Context: an optimization exercise on an open-source flow, tuned for small area, a short achievable clock period and few clock cycles per item. The choices shown serve that exercise and are no tape-out recipe. The RTL was checked by simulation tests, not by an equivalence proof against the original design. Power and IR drop assume default switching activity.

Setup of build 19:
==> flow/design.v <==
module tc_uplink_codec (
    input  wire        clk,
    input  wire        rst_n,
    input  wire        in_valid,
    output reg         in_ready,
    input  wire [7:0]  in_data,
    input  wire        in_last,
    input  wire [1:0]  in_op,
    output reg         out_valid,
    input  wire        out_ready,
    output reg  [7:0]  out_data,
    output reg         out_last,
    output wire [15:0] out_res
);
    localparam [1:0] OP_CRC  = 2'd0;
    localparam [1:0] OP_SCR  = 2'd1;
    localparam [1:0] OP_CLTU = 2'd2;
    localparam [1:0] OP_TC   = 2'd3;
    localparam [2:0] S_IDLE  = 3'd0;
    localparam [2:0] S_SYNC1 = 3'd1;
    localparam [2:0] S_BODY  = 3'd2;
    localparam [2:0] S_FILL  = 3'd3;
    localparam [2:0] S_PAR   = 3'd4;
    localparam [2:0] S_TAIL  = 3'd5;
    localparam [1:0] SRC_DATA  = 2'd0;
    localparam [1:0] SRC_CRCHI = 2'd1;
    localparam [1:0] SRC_CRCLO = 2'd2;
    localparam [1:0] SRC_DONE  = 2'd3;
    function [15:0] crc16_byte;
        input [15:0] c;
        input [7:0]  b;
        integer k;
        reg [15:0] r;
        begin
            r = c ^ {b, 8'h00};
            for (k = 0; k < 8; k = k + 1)
                r = r[15] ? ((r << 1) ^ 16'h1021) : (r << 1);
            crc16_byte = r;
        end
    endfunction
    function [7:0] par_step;
        input [7:0] a;
        input [7:0] b;
        reg [7:0] x;
        begin
            x = a ^ b;
            par_step = {x[6:0], x[7]};
        end
    endfunction
    function [7:0] scr_step;
        input [7:0] y;
        scr_step = {y[0] ^ y[2] ^ y[7], y[4] ^ y[7], y[3] ^ y[6], y[2] ^ y[5],
                    y[1] ^ y[4], y[0] ^ y[3], y[0] ^ y[7], y[1] ^ y[4] ^ y[7]};
    endfunction
    reg [2:0]  state;
    reg [1:0]  op;
    reg [1:0]  src;
    reg        first;      
    reg [15:0] res;        
    reg        carry;      
    reg [7:0]  scr;        
    reg [7:0]  blk_par;    
    reg [2:0]  cnt;        
    reg        int_go;     
    reg        skid_full;
    reg [7:0]  skid_data;
    reg        skid_last;
    assign out_res = res;
    wire st_idle = (state == S_IDLE);
    wire st_body = (state == S_BODY);
    wire st_fill = (state == S_FILL);
    wire st_par  = (state == S_PAR);
    wire st_tail = (state == S_TAIL);
    wire op_crc  = (op == OP_CRC) || (op == OP_TC);
    wire op_scr  = (op == OP_SCR) || (op == OP_TC);
    wire op_cltu = op[1];
    wire load = !out_valid || out_ready;
    wire idle_go = st_idle && in_valid && !skid_full &&
                   !(out_valid && out_last && !out_ready);
    wire take    = in_ready && in_valid;
    wire prod    = take || int_go || (idle_go && in_op[1]);
    reg [7:0] pay_byte;
    always @(*) begin
        case (src)
            SRC_CRCHI: pay_byte = res[15:8];
            SRC_CRCLO: pay_byte = res[7:0];
            default:   pay_byte = in_data;
        endcase
    end
    wire [7:0] coded_byte = op_scr ? (pay_byte ^ scr) : pay_byte;
    reg [1:0] src_next;
    always @(*) begin
        case (src)
            SRC_DATA:  src_next = in_last ? (op_crc ? SRC_CRCHI : SRC_DONE) : SRC_DATA;
            SRC_CRCHI: src_next = SRC_CRCLO;
            default:   src_next = SRC_DONE;
        endcase
    end
    wire pay_final = (src_next == SRC_DONE);
    reg [7:0] prod_data;
    reg       prod_last;
    always @(*) begin
        prod_data = coded_byte;
        prod_last = 1'b0;
        case (state)
            S_IDLE:  prod_data = 8'hEB;
            S_SYNC1: prod_data = 8'h90;
            S_BODY:  prod_last = !op_cltu && pay_final;
            S_FILL:  prod_data = 8'h55;
            S_PAR:   prod_data = blk_par;
            S_TAIL: begin
                prod_data = 8'hC5;
                prod_last = (cnt == 3'b100);
            end
            default: ;
        endcase
    end
    reg [2:0] state_next;
    reg [1:0] src_upd;
    always @(*) begin
        state_next = state;
        src_upd    = src;
        case (state)
            S_IDLE: begin
                src_upd = SRC_DATA;
                if (idle_go)
                    state_next = in_op[1] ? S_SYNC1 : S_BODY;
            end
            S_SYNC1: if (prod) state_next = S_BODY;
            S_BODY: if (prod) begin
                src_upd = src_next;
                if (op_cltu) begin
                    if (cnt == 3'b100)
                        state_next = S_PAR;
                    else if (pay_final)
                        state_next = S_FILL;
                end else if (pay_final) begin
                    state_next = S_IDLE;
                end
            end
            S_FILL: if (prod && cnt == 3'b100) state_next = S_PAR;
            S_PAR:  if (prod) state_next = (src == SRC_DONE) ? S_TAIL : S_BODY;
            S_TAIL: if (prod && cnt == 3'b100) state_next = S_IDLE;
            default: state_next = S_IDLE;
        endcase
    end
    wire skid_next = !load && (skid_full || prod);
    wire body_data_next = (state_next == S_BODY) && (src_upd == SRC_DATA);
    wire int_next  = (state_next == S_SYNC1) || (state_next == S_FILL) ||
                     (state_next == S_PAR) || (state_next == S_TAIL) ||
                     ((state_next == S_BODY) && (src_upd == SRC_CRCHI || src_upd == SRC_CRCLO));
    always @(posedge clk) begin
        if (!rst_n) begin
            out_valid <= 1'b0;
            skid_full <= 1'b0;
        end else begin
            skid_full <= skid_next;
            if (load)
                out_valid <= skid_full || prod;
        end
        if (load) begin
            out_data <= skid_full ? skid_data : prod_data;
            out_last <= skid_full ? skid_last : prod_last;
        end
        if (!skid_full) begin
            skid_data <= prod_data;
            skid_last <= prod_last;
        end
    end
    wire       cin   = st_par || carry;
    wire [2:0] pair  = {1'b0, res[1:0]} + {2'b00, cin};
    always @(posedge clk) begin
        if (!rst_n) begin
            state    <= S_IDLE;
            in_ready <= 1'b0;
            int_go   <= 1'b0;
        end else begin
            state    <= state_next;
            in_ready <= body_data_next && !skid_next;
            int_go   <= int_next && !skid_next;
        end
        src <= src_upd;
        if (st_idle) begin
            scr     <= 8'hFF;
            first   <= 1'b1;
            blk_par <= 8'h00;
            cnt     <= 3'b001;
            carry   <= 1'b0;
        end
        if (idle_go) begin
            op  <= in_op;
            res <= {16{in_op[0] ~^ in_op[1]}};
        end
        if (prod && !st_idle) begin
            if (op == OP_CLTU) begin
                res   <= {pair[1:0], res[15:2]};
                carry <= pair[2];
            end
            if (st_body || st_fill || st_par)
                blk_par <= par_step(blk_par, prod_data);
            if (op_cltu && (st_body || st_fill || st_tail))
                cnt <= {cnt[1:0], cnt[2] ^ cnt[1]};
        end
        if (take) begin
            first <= 1'b0;
            case (op)
                OP_SCR:  res[7:0] <= par_step(res[7:0], in_data);
                OP_CLTU: ;
                default: res <= crc16_byte(res, 8'h00) ^ crc16_byte(16'h0000, in_data);
            endcase
        end
        if (prod && st_body) begin
            scr <= scr_step(scr);
            if (first) begin
                scr[0] <= 1'b0;
                scr[1] <= 1'b1;
                scr[5] <= 1'b1;
                scr[6] <= 1'b1;
                scr[7] <= 1'b0;
            end
        end
    end
endmodule
clock: 5.0 ns
lec_check: 0
abc_area: 1
cap_margin: 20
core_margin: 2
core_utilization: 40
place_density: 0.6
setup_slack_margin: 2.85
slew_margin: 20
standard.sh (not shown) runs the stock make flow with config.mk's settings and CLKGATE_MAP_FILE= SYNTH_SCRIPT=/design/flow/synth_recipe.tcl, a recipe that flattens the netlist after the stock synthesis.
==> flow/flow/run.sh <==
#!/bin/bash
# The standard layout (standard.sh) with two changes:
#  - plain buffers, not delay cells, on the ports;
#  - synthesis maps the logic with the ABC script in flow/map.abc (an
#    area-recovering mapping) in place of ORFS's. Every other synthesis step,
#    and so every register, is the standard synthesis's.
# Logs: standard.log here, and ORFS's own logs under orfs/logs.
set -euo pipefail
here=$(pwd)
export BUFFER_PORTS_ARGS="-buffer_cell sky130_fd_sc_hd__buf_2"
{
  head -n 1 synth_recipe.tcl
  cat <<EOT
proc abc {args} {
  set i [lsearch -exact \$args -script]
  if {\$i >= 0} { set args [lreplace \$args [expr {\$i + 1}] [expr {\$i + 1}] $here/flow/map.abc] }
  yosys abc {*}\$args
}
EOT
  tail -n +2 synth_recipe.tcl
} > my_synth.tcl
sed "s|SYNTH_SCRIPT=[^ ]*|SYNTH_SCRIPT=$here/my_synth.tcl|" standard.sh > my_standard.sh
bash my_standard.sh > standard.log 2>&1
==> flow/flow/map.abc <==
strash; dch; map -B 0.9
Testbench counts of build 19, summed over its fixed seeds: cycles 19,099, bytes 15,499.
The inputs of build 46 differ from those of build 19 as listed below.
- changing PLACE_DENSITY from 0.6 to 0.7
==> flow/flow/run.sh <==
#!/bin/bash
# Standard layout, with plain buffers (not delay cells) on the ports.
set -euo pipefail
export BUFFER_PORTS_ARGS="-buffer_cell sky130_fd_sc_hd__buf_2"
bash standard.sh > standard.log 2>&1
removed: flow/flow/map.abc
--- outcome ---
Compared with build 19, build 46 shows a higher buffer count excluding the clock tree in the final layout. Between build 46 and build 19, it is build 46 whose slew at the pin closest to its max-slew limit is lower, by 26 ps. Clock period minus final worst setup slack down 22 ps in build 46 wrt build 19. Going from build 19 to build 46, the core area was found to have gone up by about 5%. [diff] routed wire length, build 46 relative to build 19: improvement. Global-route usage, build 46 and build 19: larger value in build 19.
--- input diff build 46..build 59 ---
- changing PLACE_DENSITY from 0.7 to 0.6
- changing SETUP_SLACK_MARGIN from 2.85 to 2.9
--- outcome ---
Final core area utilization, build 46 and build 59, lower one = build 59. Looking at highest-delay cell along the critical path, the ha_4 result is from build 59; the dfxtp_1 one comes from build 46. Build 46 → build 59: data required time at the worst endpoint went up; achievable frequency went down 3.0 MHz; final routed wire length divided by cell count up about 2%.
Input changes introduced in build 1 (baseline for comparison: build 59):
- SETUP_SLACK_MARGIN now 2.85, was 2.9
- CTS_BUF_LIST now sky130_fd_sc_hd__clkbuf_4 sky130_fd_sc_hd__clkbuf_8, previously not set
Results
[build 1] measured slew at the worst slew-check pin rose 9.5 ps relative to build 59. Build 1 vs build 59 — static leakage rose about 0.64%. Comparing build 59 and build 1, utilization after layout is higher on build 1. Build 1 -> build 59: count of standard-cell rows flat. Buffer share of cell area essentially unchanged between build 1 and build 59. Final critical path time including I/O delays and setup delta for build 1 relative to build 59: 17 ps lower. Cmp build 1 vs build 59: achievable clock frequency higher in build 1. Against build 59, build 1 comes in 190 um higher on final wirelength. Summary — total power, build 1 relative to build 59: higher, by 45 uW.
> inputs changed (build 1 -> build 23)
- clearing CTS_BUF_LIST, which used to be sky130_fd_sc_hd__clkbuf_4 sky130_fd_sc_hd__clkbuf_8
- swapping 2.85 for 2.8 in SETUP_SLACK_MARGIN
==> summary.txt <==
In summary, build 23 completed successfully, with a layout that passed the timing, DRC and antenna checks. Reported for build 23 and build 1, number of top-level pins turned out identical to the last digit. Per the comparison of build 23 with build 1, number of nets in the layout shows a reduction of 1.6%, cell count along the critical path shows an increase of 11, internal power contribution shows a reduction of 17 uW, power shows a reduction of about 1.5%. When build 23 is measured against build 1, its total of cells resized after clock tree synthesis turns out 3 lower. Build 23 vs build 1: via count of the first global-routing pass down slightly.

========
lane 1:
RTL: the design.v shown in full above, as it stands there.
clock: 5.0 ns
lec_check: 0
abc_area: 1
cap_margin: 20
core_margin: 2
core_utilization: 40
cts_buf_list: sky130_fd_sc_hd__clkbuf_16
cts_cluster_diameter: 200
cts_cluster_size: 40
place_density: 0.6
setup_slack_margin: 2.85
slew_margin: 20
==> flow/flow/run.sh <==
#!/bin/bash
# Standard layout, with plain buffers (not delay cells) on the ports.
set -euo pipefail
export BUFFER_PORTS_ARGS="-buffer_cell sky130_fd_sc_hd__buf_2"
bash standard.sh > standard.log 2>&1
Testbench counts of lane 1, summed over its fixed seeds: cycles 19,099, bytes 15,499.
Relative to lane 1, the following input files were edited for lane 2:
--- a/flow/config.mk
+++ b/flow/config.mk
@@ -12,3 +12 @@
-export CTS_BUF_LIST = sky130_fd_sc_hd__clkbuf_16
-export CTS_CLUSTER_DIAMETER = 200
-export CTS_CLUSTER_SIZE = 40
+export GPL_TIMING_DRIVEN = 1
- Delta(switching power, lane 2 - lane 1) < 0
- Lane 1 → lane 2: total power consumption of the routed design now smaller; share of the core filled with cells now smaller; non-clock buffer count now larger; post-cts gate resize count now smaller; power density relative to cell area now smaller.
- Going from lane 1 to lane 2, cell area shrank slightly.
- Side by side, number of buffers inserted by post-CTS setup repair turned out lower in lane 2 than in lane 1.
- The worst setup slack of lane 2 was inferior to that of lane 1.
Setup changes, lane 2 to lane 3
--- a/flow/config.mk
+++ b/flow/config.mk
@@ -9 +9 @@
-export CAP_MARGIN = 20
+export CAP_MARGIN = 5
@@ -12 +11,0 @@
-export GPL_TIMING_DRIVEN = 1
@@ -15 +14 @@
-export SLEW_MARGIN = 20
+export SLEW_MARGIN = 5
==> comparison <==
The post-cts gate resize count of lane 3 and that of lane 2 are within noise of each other.
Diff lane 2 -> lane 3: first-iteration DRC count shows no meaningful change; final setup TNS roughly the same; sequential share of cell area flat; switching part of the total shows no meaningful change.
Re post-synthesis sequential element count: no difference whatsoever between lane 2 and lane 3.
Reported for lane 2 and lane 3, final core utilization turned out identical to the last digit.
From lane 2 to lane 3 the numbers moved as follows: worst slack at placement did not really move; register area barely changed.
Comparing lane 3 against lane 2, there is no change at all in floorplan die area.
Setup changes, lane 3 to lane 4
--- a/flow/config.mk
+++ b/flow/config.mk
@@ -9 +9 @@
-export CAP_MARGIN = 5
+export CAP_MARGIN = 20
@@ -13,2 +13,3 @@
-export SETUP_SLACK_MARGIN = 2.85
-export SLEW_MARGIN = 5
+export SETUP_SLACK_MARGIN = 3.0
+export SLEW_MARGIN = 20
+export TNS_END_PERCENT = 0
==> comparison <==
- On worst hold margin, lane 4 tracks lane 3 almost exactly.
- Sort lane 4 and lane 3 by post-route minimum period, ascending, and lane 4 comes first.
- Diff lane 3 -> lane 4 | wire length on met3 | decrease of 9 microns
- Lane 3 vs lane 4, endpoint of the most critical setup path: out_res[4] vs int_go
- The power in sequential cells on lane 4 is in line with that on lane 3.
- Summary of lane 4 over lane 3: share of the final layout cell area in multi-input gates saw little to no change; critical path depth in cells went up.
For lane 5, these inputs were changed with respect to lane 4:
--- a/flow/config.mk
+++ b/flow/config.mk
@@ -13 +13 @@
-export SETUP_SLACK_MARGIN = 3.0
+export SETUP_SLACK_MARGIN = 2.85
@@ -15 +14,0 @@
-export TNS_END_PERCENT = 0
Between lane 4 and lane 5, the difference in sequential cell fraction of total power is negligible. Lane 5 vs lane 4, portion of total power attributed to combinational logic went up by 0.2 points. Aggregate global-route resource usage delta (lane 5 -> lane 4): insignificant. int_go as the endpoint of the worst setup timing path was reported by lane 4, and out_res[4] by lane 5. On fraction of area in multi-input gates, lane 4 and lane 5 are basically level. As far as count of maximum capacitance violations goes, lane 4 and lane 5 are indistinguishable; the numbers are identical.

==> re-timing with driven ports <==
The flow's constraints put no driver on any port. The routed layouts listed below were extracted and timed again, unchanged, in two steps.
Step 1 sets driving cells, clkbuf_16 on the clock port and buf_2 on the other inputs (assumed; they add their load-dependent delay and slew).
Step 2 adds t to the input delays and takes it off the output delays; t is the mean of the earliest and latest rising clock arrival at the registers after step 1. Input paths then give back, and output paths get back, about the clock's delay inside the block.
Three values: ideal, step 1, step 2; two values: the first two.
| run | shift t [ns] | setup slack, ns | hold slack, ns | cell pins on the clock port's net |
|---|---|---|---|---|
| build 19 | 0.380 | 2.873 / 2.857 / 2.477 | 0.456 / 0.456 / 0.456 | 1 |
| build 46 | 0.391 | 2.895 / 2.862 / 2.522 | 0.452 / 0.452 / 0.452 | 1 |
| build 59 | 0.376 | 2.881 / 2.866 / 2.490 | 0.460 / 0.460 / 0.460 | 1 |
| build 1 | 0.389 | 2.898 / 2.864 / 2.523 | 0.465 / 0.465 / 0.465 | 1 |
| build 23 | 0.386 | 2.842 / 2.852 / 2.466 | 0.465 / 0.465 / 0.465 | 1 |
| lane 1 | 0.368 | 2.903 / 2.898 / 2.539 | 0.460 / 0.460 / 0.460 | 1 |
| lane 2 | 0.389 | 2.898 / 2.864 / 2.523 | 0.465 / 0.465 / 0.465 | 1 |
| lane 3 | 0.389 | 2.898 / 2.864 / 2.523 | 0.465 / 0.465 / 0.465 | 1 |
| lane 4 | 0.384 | 2.905 / 2.883 / 2.515 | 0.464 / 0.464 / 0.464 | 1 |
| lane 5 | 0.389 | 2.898 / 2.864 / 2.523 | 0.465 / 0.465 / 0.465 | 1 |
After both steps every run listed still meets setup and hold. For build 19, which loses most, drivers alone change the setup slack by -0.016 ns; drivers and shift together by -0.396 ns.
